Context: an optimization exercise on an open-source flow, tuned for small area, a short achievable clock period and few clock cycles. The choices shown serve that exercise and are no tape-out recipe. Power figures rest on the tool's default switching activity, not on a simulated workload.

==> flow/design.v <==
module daly_rx (
    input  wire        clk,
    input  wire        rst,
    input  wire        start_valid,
    output wire        start_ready,
    input  wire [7:0]  start_cmd,
    input  wire [7:0]  start_n,
    input  wire        start_w2,
    input  wire [7:0]  start_count,
    input  wire        rx_valid,
    output wire        rx_ready,
    input  wire [7:0]  rx_data,
    input  wire        rx_last,
    input  wire        rx_ctl,
    output wire        item_valid,
    input  wire        item_ready,
    output wire [15:0] item_data,
    output wire        log_valid,
    output wire        log_kind,
    output wire [7:0]  log_a,
    output wire [7:0]  log_b,
    output wire        done,
    output wire [7:0]  done_frames,
    output wire [7:0]  done_items,
    output wire [2:0]  done_detail
);
    localparam D_NONE      = 3'd0;
    localparam D_READ_ERR  = 3'd1;
    localparam D_NO_DATA   = 3'd2;
    localparam D_SHORT     = 3'd3;
    localparam D_CHECKSUM  = 3'd4;
    localparam D_COMMAND   = 3'd5;
    reg        sr;             
    reg        rdy;            
    reg        rx_on;          
    reg        done_r;
    reg        emit;           
    reg [2:0]  nx;             
    reg [7:0]  x_cmd;
    reg        x_w2;
    reg [7:0]  rem;            
    reg [7:0]  nleft;          
    reg [3:0]  bc;             
    reg [3:0]  sum_lo;
    reg [3:0]  sum_hi;
    reg        sum_c;
    reg        cmd_ok;
    reg [7:0]  idx;            
    reg [7:0]  pb [0:6];       
    reg        e_r;            
    reg        eq_r;           
    reg        s_r;            
    reg [15:0] itm;            
    reg [7:0]  frames;
    reg [7:0]  series;
    reg [7:0]  la;             
    reg [2:0]  detail;
    reg        log_v;
    reg        log_k;
    assign start_ready = sr;
    assign rx_ready    = rdy;
    assign item_valid  = emit;
    assign item_data   = itm;
    assign log_valid   = log_v;
    assign log_kind    = log_k;
    assign log_a       = la;
    assign log_b       = idx;
    assign done        = done_r;
    assign done_frames = frames;
    assign done_items  = series;
    assign done_detail = detail;
    wire start_take = start_valid && sr;
    wire take  = rx_valid && rdy;
    wire cbeat = take && rx_ctl;
    wire b12   = (bc == 4'd12);
    wire fin_slot = take && b12;
    wire short = take && !rx_ctl && !b12 && rx_last;
    wire [3:0] sum_hr = sum_hi + {3'd0, sum_c};
    wire       first = (bc == 4'd0);
    wire [4:0] lo_n  = {1'b0, first ? 4'd0 : sum_lo} + {1'b0, rx_data[3:0]};
    wire [3:0] hi_n  = (first ? 4'd0 : sum_hi) + rx_data[7:4]
                     + {3'd0, !first && sum_c};
    wire more  = (rem != 8'd0);
    wire okf   = e_r && eq_r && cmd_ok;
    wire lk    = okf && more;
    wire [7:0] frames1 = frames + 8'd1;
    wire mm    = (idx != frames1);
    wire emit_take = emit && item_ready;
    wire last_item = (rem == 8'd1) || (nx == (x_w2 ? 3'd3 : 3'd7));
    wire emit_n    = lk || (emit && !(item_ready && last_item));
    wire rx_on_n   = rx_on && !(cbeat || short || (fin_slot && nleft == 8'd1));
    wire fin_n     = !rx_on_n && !emit_n && !take;
    wire [3:0] freed = x_w2 ? {nx, 1'b0} : {1'b0, nx};
    wire [3:0] bc1   = bc + 4'd1;
    wire stall_t = emit && !b12 && (bc1 >= freed + 4'd5);
    wire stall_h = emit && (bc >= freed + 4'd5);
    wire stall_n = take ? stall_t : stall_h;
    wire [2:0] sel2 = {nx[1:0], 1'b0};
    wire [15:0] item_sel = x_w2 ? {pb[sel2], pb[sel2 + 3'd1]}
                                : {{8{pb[nx][7]}}, pb[nx]};
    always @(posedge clk) begin
        if (take) begin
            sum_lo <= lo_n[3:0];
            sum_c  <= lo_n[4];
            sum_hi <= hi_n;
            if (bc == 4'd2)
                cmd_ok <= (rx_data == x_cmd);
            if (bc == 4'd4)
                idx <= rx_data;
            if (bc == 4'd5)  pb[0] <= rx_data;
            if (bc == 4'd6)  pb[1] <= rx_data;
            if (bc == 4'd7)  pb[2] <= rx_data;
            if (bc == 4'd8)  pb[3] <= rx_data;
            if (bc == 4'd9)  pb[4] <= rx_data;
            if (bc == 4'd10) pb[5] <= rx_data;
            if (bc == 4'd11) pb[6] <= rx_data;
            bc    <= b12 ? 4'd0 : bc1;
        end
        if (fin_slot)
            nleft <= nleft - 8'd1;
        e_r  <= fin_slot;
        eq_r <= (rx_data == {sum_hr, sum_lo});
        s_r  <= short;
        if (e_r) begin
            log_k <= 1'b1;
            if (!eq_r)
                detail <= D_CHECKSUM;
            else if (!cmd_ok)
                detail <= D_COMMAND;
            else
                frames <= frames1;
        end
        if (s_r) begin
            log_k  <= 1'b0;
            detail <= D_SHORT;
            idx    <= 8'd0;
        end
        la <= s_r ? {4'd0, bc} : frames1;
        if (cbeat)
            detail <= rx_data[0] ? D_READ_ERR : D_NO_DATA;
        if (!emit || item_ready)
            itm <= item_sel;
        if (!emit)
            nx <= lk ? 3'd1 : 3'd0;
        if (emit_take) begin
            series <= series + 8'd1;
            rem    <= rem - 8'd1;
            nx     <= nx + 3'd1;
        end
        if (start_take) begin
            x_cmd  <= start_cmd;
            x_w2   <= start_w2;
            rem    <= start_count;
            nleft  <= start_n;
            bc     <= 4'd0;
            frames <= 8'd0;
            series <= 8'd0;
            detail <= D_NONE;
        end
    end
    always @(posedge clk) begin
        emit  <= !rst && emit_n;
        log_v <= !rst && (s_r || (lk && mm));
    end
    always @(posedge clk) begin
        if (rst) begin
            sr     <= 1'b1;
            rdy    <= 1'b0;
            rx_on  <= 1'b0;
            done_r <= 1'b0;
        end else begin
            if (start_take) begin
                sr     <= (start_n == 8'd0);
                rdy    <= (start_n != 8'd0);
                rx_on  <= (start_n != 8'd0);
                done_r <= (start_n == 8'd0);
            end else if (!sr) begin
                rx_on  <= rx_on_n;
                rdy    <= rx_on_n && !stall_n;
                done_r <= fin_n;
                sr     <= fin_n;
            end else begin
                done_r <= 1'b0;
            end
        end
    end
endmodule
clock: 6.5 ns
lec_check: 0
abc_area: 1
cap_margin: 20
core_margin: 2
core_utilization: 55
place_density: 0.65
setup_slack_margin: 4.25
slew_margin: 20
standard.sh (not shown) runs the stock make flow with config.mk's settings and CLKGATE_MAP_FILE= SYNTH_SCRIPT=/design/flow/synth_recipe.tcl, a recipe that flattens the netlist after the stock synthesis.
==> flow/flow/run.sh <==
#!/bin/bash
# Standard ORFS layout, with plain buffers on the ports, no dummy clock loads
# and larger sink clusters.
set -euo pipefail
export BUFFER_PORTS_ARGS="-buffer_cell sky130_fd_sc_hd__buf_2"
export CTS_ARGS="-sink_clustering_enable -repair_clock_nets -dont_use_dummy_load -sink_clustering_size 40 -sink_clustering_max_diameter 120 -buf_list sky130_fd_sc_hd__clkbuf_8"
bash standard.sh > standard.log 2>&1
The baseline produced a clean layout.
==> next run, changes <==
--- a/flow/design.v
+++ b/flow/design.v
@@ -32,27 +32,24 @@
     localparam D_COMMAND   = 3'd5;
     reg        sr;             
     reg        rdy;            
     reg        rx_on;          
     reg        done_r;
     reg        emit;           
-    reg [2:0]  nx;             
+    reg [2:0]  ij;             
     reg [7:0]  x_cmd;
     reg        x_w2;
     reg [7:0]  rem;            
     reg [7:0]  nleft;          
     reg [3:0]  bc;             
     reg [3:0]  sum_lo;
     reg [3:0]  sum_hi;
     reg        sum_c;
     reg        cmd_ok;
     reg [7:0]  idx;            
     reg [7:0]  pb [0:6];       
-    reg        e_r;            
-    reg        eq_r;           
-    reg        s_r;            
     reg [15:0] itm;            
     reg [7:0]  frames;
     reg [7:0]  series;
     reg [7:0]  la;             
     reg [2:0]  detail;
     reg        log_v;
@@ -73,34 +70,37 @@
     wire take  = rx_valid && rdy;
     wire cbeat = take && rx_ctl;
     wire b12   = (bc == 4'd12);
     wire fin_slot = take && b12;
     wire short = take && !rx_ctl && !b12 && rx_last;
     wire [3:0] sum_hr = sum_hi + {3'd0, sum_c};
+    wire eq    = (rx_data == {sum_hr, sum_lo});
     wire       first = (bc == 4'd0);
     wire [4:0] lo_n  = {1'b0, first ? 4'd0 : sum_lo} + {1'b0, rx_data[3:0]};
     wire [3:0] hi_n  = (first ? 4'd0 : sum_hi) + rx_data[7:4]
                      + {3'd0, !first && sum_c};
     wire more  = (rem != 8'd0);
-    wire okf   = e_r && eq_r && cmd_ok;
-    wire lk    = okf && more;
+    wire arm   = rdy && b12 && cmd_ok && more;
+    wire lk    = rx_valid && arm && eq;
     wire [7:0] frames1 = frames + 8'd1;
     wire mm    = (idx != frames1);
     wire emit_take = emit && item_ready;
-    wire last_item = (rem == 8'd1) || (nx == (x_w2 ? 3'd3 : 3'd7));
-    wire emit_n    = lk || (emit && !(item_ready && last_item));
+    wire last_item = (rem == 8'd1) || (ij == (x_w2 ? 3'd2 : 3'd6));
+    wire emit_h    = emit && !(item_ready && last_item);
+    wire emit_n    = lk || emit_h;
     wire rx_on_n   = rx_on && !(cbeat || short || (fin_slot && nleft == 8'd1));
-    wire fin_n     = !rx_on_n && !emit_n && !take;
-    wire [3:0] freed = x_w2 ? {nx, 1'b0} : {1'b0, nx};
+    wire fin_n     = !rx_on_n && !emit_n;
+    wire [3:0] freed = x_w2 ? {ij, 1'b1} : {1'b0, ij};
     wire [3:0] bc1   = bc + 4'd1;
-    wire stall_t = emit && !b12 && (bc1 >= freed + 4'd5);
-    wire stall_h = emit && (bc >= freed + 4'd5);
+    wire stall_t = emit && !b12 && (bc1 >= 4'd5) && (bc1 - 4'd5 > freed);
+    wire stall_h = emit && (bc >= 4'd5) && (bc - 4'd5 > freed);
     wire stall_n = take ? stall_t : stall_h;
-    wire [2:0] sel2 = {nx[1:0], 1'b0};
+    wire [2:0] sel = emit ? ij + 3'd1 : 3'd0;
+    wire [2:0] sel2 = {sel[1:0], 1'b0};
     wire [15:0] item_sel = x_w2 ? {pb[sel2], pb[sel2 + 3'd1]}
-                                : {{8{pb[nx][7]}}, pb[nx]};
+                                : {{8{pb[sel][7]}}, pb[sel]};
     always @(posedge clk) begin
         if (take) begin
             sum_lo <= lo_n[3:0];
             sum_c  <= lo_n[4];
             sum_hi <= hi_n;
             if (bc == 4'd2)
@@ -112,43 +112,39 @@
             if (bc == 4'd7)  pb[2] <= rx_data;
             if (bc == 4'd8)  pb[3] <= rx_data;
             if (bc == 4'd9)  pb[4] <= rx_data;
             if (bc == 4'd10) pb[5] <= rx_data;
             if (bc == 4'd11) pb[6] <= rx_data;
             bc    <= b12 ? 4'd0 : bc1;
+            log_k <= b12;
         end
         if (fin_slot)
             nleft <= nleft - 8'd1;
-        e_r  <= fin_slot;
-        eq_r <= (rx_data == {sum_hr, sum_lo});
-        s_r  <= short;
-        if (e_r) begin
-            log_k <= 1'b1;
-            if (!eq_r)
+        if (fin_slot) begin
+            if (!eq)
                 detail <= D_CHECKSUM;
             else if (!cmd_ok)
                 detail <= D_COMMAND;
             else
                 frames <= frames1;
         end
-        if (s_r) begin
-            log_k  <= 1'b0;
+        if (cbeat)
+            detail <= rx_data[0] ? D_READ_ERR : D_NO_DATA;
+        la <= short ? {4'd0, bc1} : frames1;
+        if (short) begin
             detail <= D_SHORT;
             idx    <= 8'd0;
         end
-        la <= s_r ? {4'd0, bc} : frames1;
-        if (cbeat)
-            detail <= rx_data[0] ? D_READ_ERR : D_NO_DATA;
         if (!emit || item_ready)
             itm <= item_sel;
         if (!emit)
-            nx <= lk ? 3'd1 : 3'd0;
+            ij <= 3'd0;
         if (emit_take) begin
             series <= series + 8'd1;
             rem    <= rem - 8'd1;
-            nx     <= nx + 3'd1;
+            ij     <= ij + 3'd1;
         end
         if (start_take) begin
             x_cmd  <= start_cmd;
             x_w2   <= start_w2;
             rem    <= start_count;
             nleft  <= start_n;
@@ -157,13 +153,13 @@
             series <= 8'd0;
             detail <= D_NONE;
         end
     end
     always @(posedge clk) begin
         emit  <= !rst && emit_n;
-        log_v <= !rst && (s_r || (lk && mm));
+        log_v <= !rst && (short || (lk && mm));
     end
     always @(posedge clk) begin
         if (rst) begin
             sr     <= 1'b1;
             rdy    <= 1'b0;
             rx_on  <= 1'b0;
Final cell count rises by 10%.
Synthesized cell count rises by 6.4%.
Core utilization rises by 3.9 points.
Power rises by 1.3%.
Design area rises by 9.1%.
Clock power falls by about 2%.
Wire length rises by 12%.
Via count rises by 11%.
Hold slack gets worse by 0.0043 ns.
Global-route usage rises by 1.3 points.
Function was not checked in any run of this note: the RTL went through the layout flow alone.

---

Starts from the design.v that is shown in full above.
export LEC_CHECK = 0
export CAP_MARGIN = 20
export CORE_MARGIN = 2
export CORE_UTILIZATION = 55
export PLACE_DENSITY = 0.65
export SETUP_SLACK_MARGIN = 4.25
export SLEW_MARGIN = 20
create_clock -name core_clock -period 6.5 [get_ports {clk}]
Scripts as last shown in full above: flow/flow/run.sh
The baseline ran to the end with no violations.
Change:
--- a/flow/design.v
+++ b/flow/design.v
@@ -34,9 +34,9 @@
     reg        rdy;            
     reg        rx_on;          
     reg        done_r;
     reg        emit;           
-    reg [2:0]  nx;             
+    reg [2:0]  ij;             
     reg [7:0]  x_cmd;
     reg        x_w2;
     reg [7:0]  rem;            
     reg [7:0]  nleft;          
@@ -46,11 +46,8 @@
     reg        sum_c;
     reg        cmd_ok;
     reg [7:0]  idx;            
     reg [7:0]  pb [0:6];       
-    reg        e_r;            
-    reg        eq_r;           
-    reg        s_r;            
     reg [15:0] itm;            
     reg [7:0]  frames;
     reg [7:0]  series;
     reg [7:0]  la;             
@@ -75,30 +72,33 @@
     wire b12   = (bc == 4'd12);
     wire fin_slot = take && b12;
     wire short = take && !rx_ctl && !b12 && rx_last;
     wire [3:0] sum_hr = sum_hi + {3'd0, sum_c};
+    wire eq    = (rx_data == {sum_hr, sum_lo});
     wire       first = (bc == 4'd0);
     wire [4:0] lo_n  = {1'b0, first ? 4'd0 : sum_lo} + {1'b0, rx_data[3:0]};
     wire [3:0] hi_n  = (first ? 4'd0 : sum_hi) + rx_data[7:4]
                      + {3'd0, !first && sum_c};
     wire more  = (rem != 8'd0);
-    wire okf   = e_r && eq_r && cmd_ok;
-    wire lk    = okf && more;
+    wire arm   = rdy && b12 && cmd_ok && more;
+    wire lk    = rx_valid && arm && eq;
     wire [7:0] frames1 = frames + 8'd1;
     wire mm    = (idx != frames1);
     wire emit_take = emit && item_ready;
-    wire last_item = (rem == 8'd1) || (nx == (x_w2 ? 3'd3 : 3'd7));
-    wire emit_n    = lk || (emit && !(item_ready && last_item));
+    wire last_item = (rem == 8'd1) || (ij == (x_w2 ? 3'd2 : 3'd6));
+    wire emit_h    = emit && !(item_ready && last_item);
+    wire emit_n    = lk || emit_h;
     wire rx_on_n   = rx_on && !(cbeat || short || (fin_slot && nleft == 8'd1));
-    wire fin_n     = !rx_on_n && !emit_n && !take;
-    wire [3:0] freed = x_w2 ? {nx, 1'b0} : {1'b0, nx};
+    wire fin_n     = !rx_on_n && !emit_n;
+    wire [3:0] freed = x_w2 ? {ij, 1'b1} : {1'b0, ij};
     wire [3:0] bc1   = bc + 4'd1;
-    wire stall_t = emit && !b12 && (bc1 >= freed + 4'd5);
-    wire stall_h = emit && (bc >= freed + 4'd5);
+    wire stall_t = emit && !b12 && (bc1 >= 4'd5) && (bc1 - 4'd5 > freed);
+    wire stall_h = emit && (bc >= 4'd5) && (bc - 4'd5 > freed);
     wire stall_n = take ? stall_t : stall_h;
-    wire [2:0] sel2 = {nx[1:0], 1'b0};
+    wire [2:0] sel = emit ? ij + 3'd1 : 3'd0;
+    wire [2:0] sel2 = {sel[1:0], 1'b0};
     wire [15:0] item_sel = x_w2 ? {pb[sel2], pb[sel2 + 3'd1]}
-                                : {{8{pb[nx][7]}}, pb[nx]};
+                                : {{8{pb[sel][7]}}, pb[sel]};
     always @(posedge clk) begin
         if (take) begin
             sum_lo <= lo_n[3:0];
             sum_c  <= lo_n[4];
@@ -114,39 +114,35 @@
             if (bc == 4'd9)  pb[4] <= rx_data;
             if (bc == 4'd10) pb[5] <= rx_data;
             if (bc == 4'd11) pb[6] <= rx_data;
             bc    <= b12 ? 4'd0 : bc1;
+            log_k <= b12;
         end
         if (fin_slot)
             nleft <= nleft - 8'd1;
-        e_r  <= fin_slot;
-        eq_r <= (rx_data == {sum_hr, sum_lo});
-        s_r  <= short;
-        if (e_r) begin
-            log_k <= 1'b1;
-            if (!eq_r)
+        if (fin_slot) begin
+            if (!eq)
                 detail <= D_CHECKSUM;
             else if (!cmd_ok)
                 detail <= D_COMMAND;
             else
                 frames <= frames1;
         end
-        if (s_r) begin
-            log_k  <= 1'b0;
+        if (cbeat)
+            detail <= rx_data[0] ? D_READ_ERR : D_NO_DATA;
+        la <= short ? {4'd0, bc1} : frames1;
+        if (short) begin
             detail <= D_SHORT;
             idx    <= 8'd0;
         end
-        la <= s_r ? {4'd0, bc} : frames1;
-        if (cbeat)
-            detail <= rx_data[0] ? D_READ_ERR : D_NO_DATA;
         if (!emit || item_ready)
             itm <= item_sel;
         if (!emit)
-            nx <= lk ? 3'd1 : 3'd0;
+            ij <= 3'd0;
         if (emit_take) begin
             series <= series + 8'd1;
             rem    <= rem - 8'd1;
-            nx     <= nx + 3'd1;
+            ij     <= ij + 3'd1;
         end
         if (start_take) begin
             x_cmd  <= start_cmd;
             x_w2   <= start_w2;
@@ -159,9 +155,9 @@
         end
     end
     always @(posedge clk) begin
         emit  <= !rst && emit_n;
-        log_v <= !rst && (s_r || (lk && mm));
+        log_v <= !rst && (short || (lk && mm));
     end
     always @(posedge clk) begin
         if (rst) begin
             sr     <= 1'b1;
Result:
- die area rises by 2.7%
- worst setup slack degrades by 0.21 ns
- cell area rises by 10%
- combinational power rises by 18%
- global-route usage rises by 2.5 points
- power rises by 1.4%
- routed wire length rises by 19%
- clock-buffer cell count stays the same
- sequential power stays flat
- sequential share of layout area falls by 4.8 points
No functional check of the RTL was part of any run of this note.

-- afterwards: timing with drivers on the ports --
How much do the figures lean on ideal ports? The routed layouts below were timed once more, with nothing changed but the port constraints. Step 1, drivers: a clkbuf_16 drives clk and a buf_2 each remaining input, both assumed. Step 2 adds t to the input delays and takes it off the output delays; t is the mean of the earliest and latest rising clock arrival at the registers after step 1. Input paths then give back, and output paths get back, about the clock's delay inside the block. Three values: ideal, step 1, step 2; two values: the first two.
run | t (ns) | setup slack, ns | hold WS [ns] | worst setup path at the end | worst slew at a driven data input, ns
the first run of note 1 | 0.485 | 4.242 / 4.203 / 3.829 | 0.479 / 0.479 / 0.479 | input to register | 0.04
the second run of note 1 | 0.486 | 4.208 / 4.169 / 3.737 | 0.475 / 0.475 / 0.475 | input to register | 0.07
the first run of note 2 | 0.481 | 4.187 / 4.187 / 3.805 | 0.476 / 0.476 / 0.476 | input to register | 0.04
the second run of note 2 | 0.485 | 3.975 / 3.948 / 3.463 | 0.473 / 0.473 / 0.473 | input to register | 0.09
After both steps setup and hold are still met in every run listed. The setup slack of the second run of note 2, which loses most, moves by -0.027 ns with the drivers and by -0.512 ns with both steps.
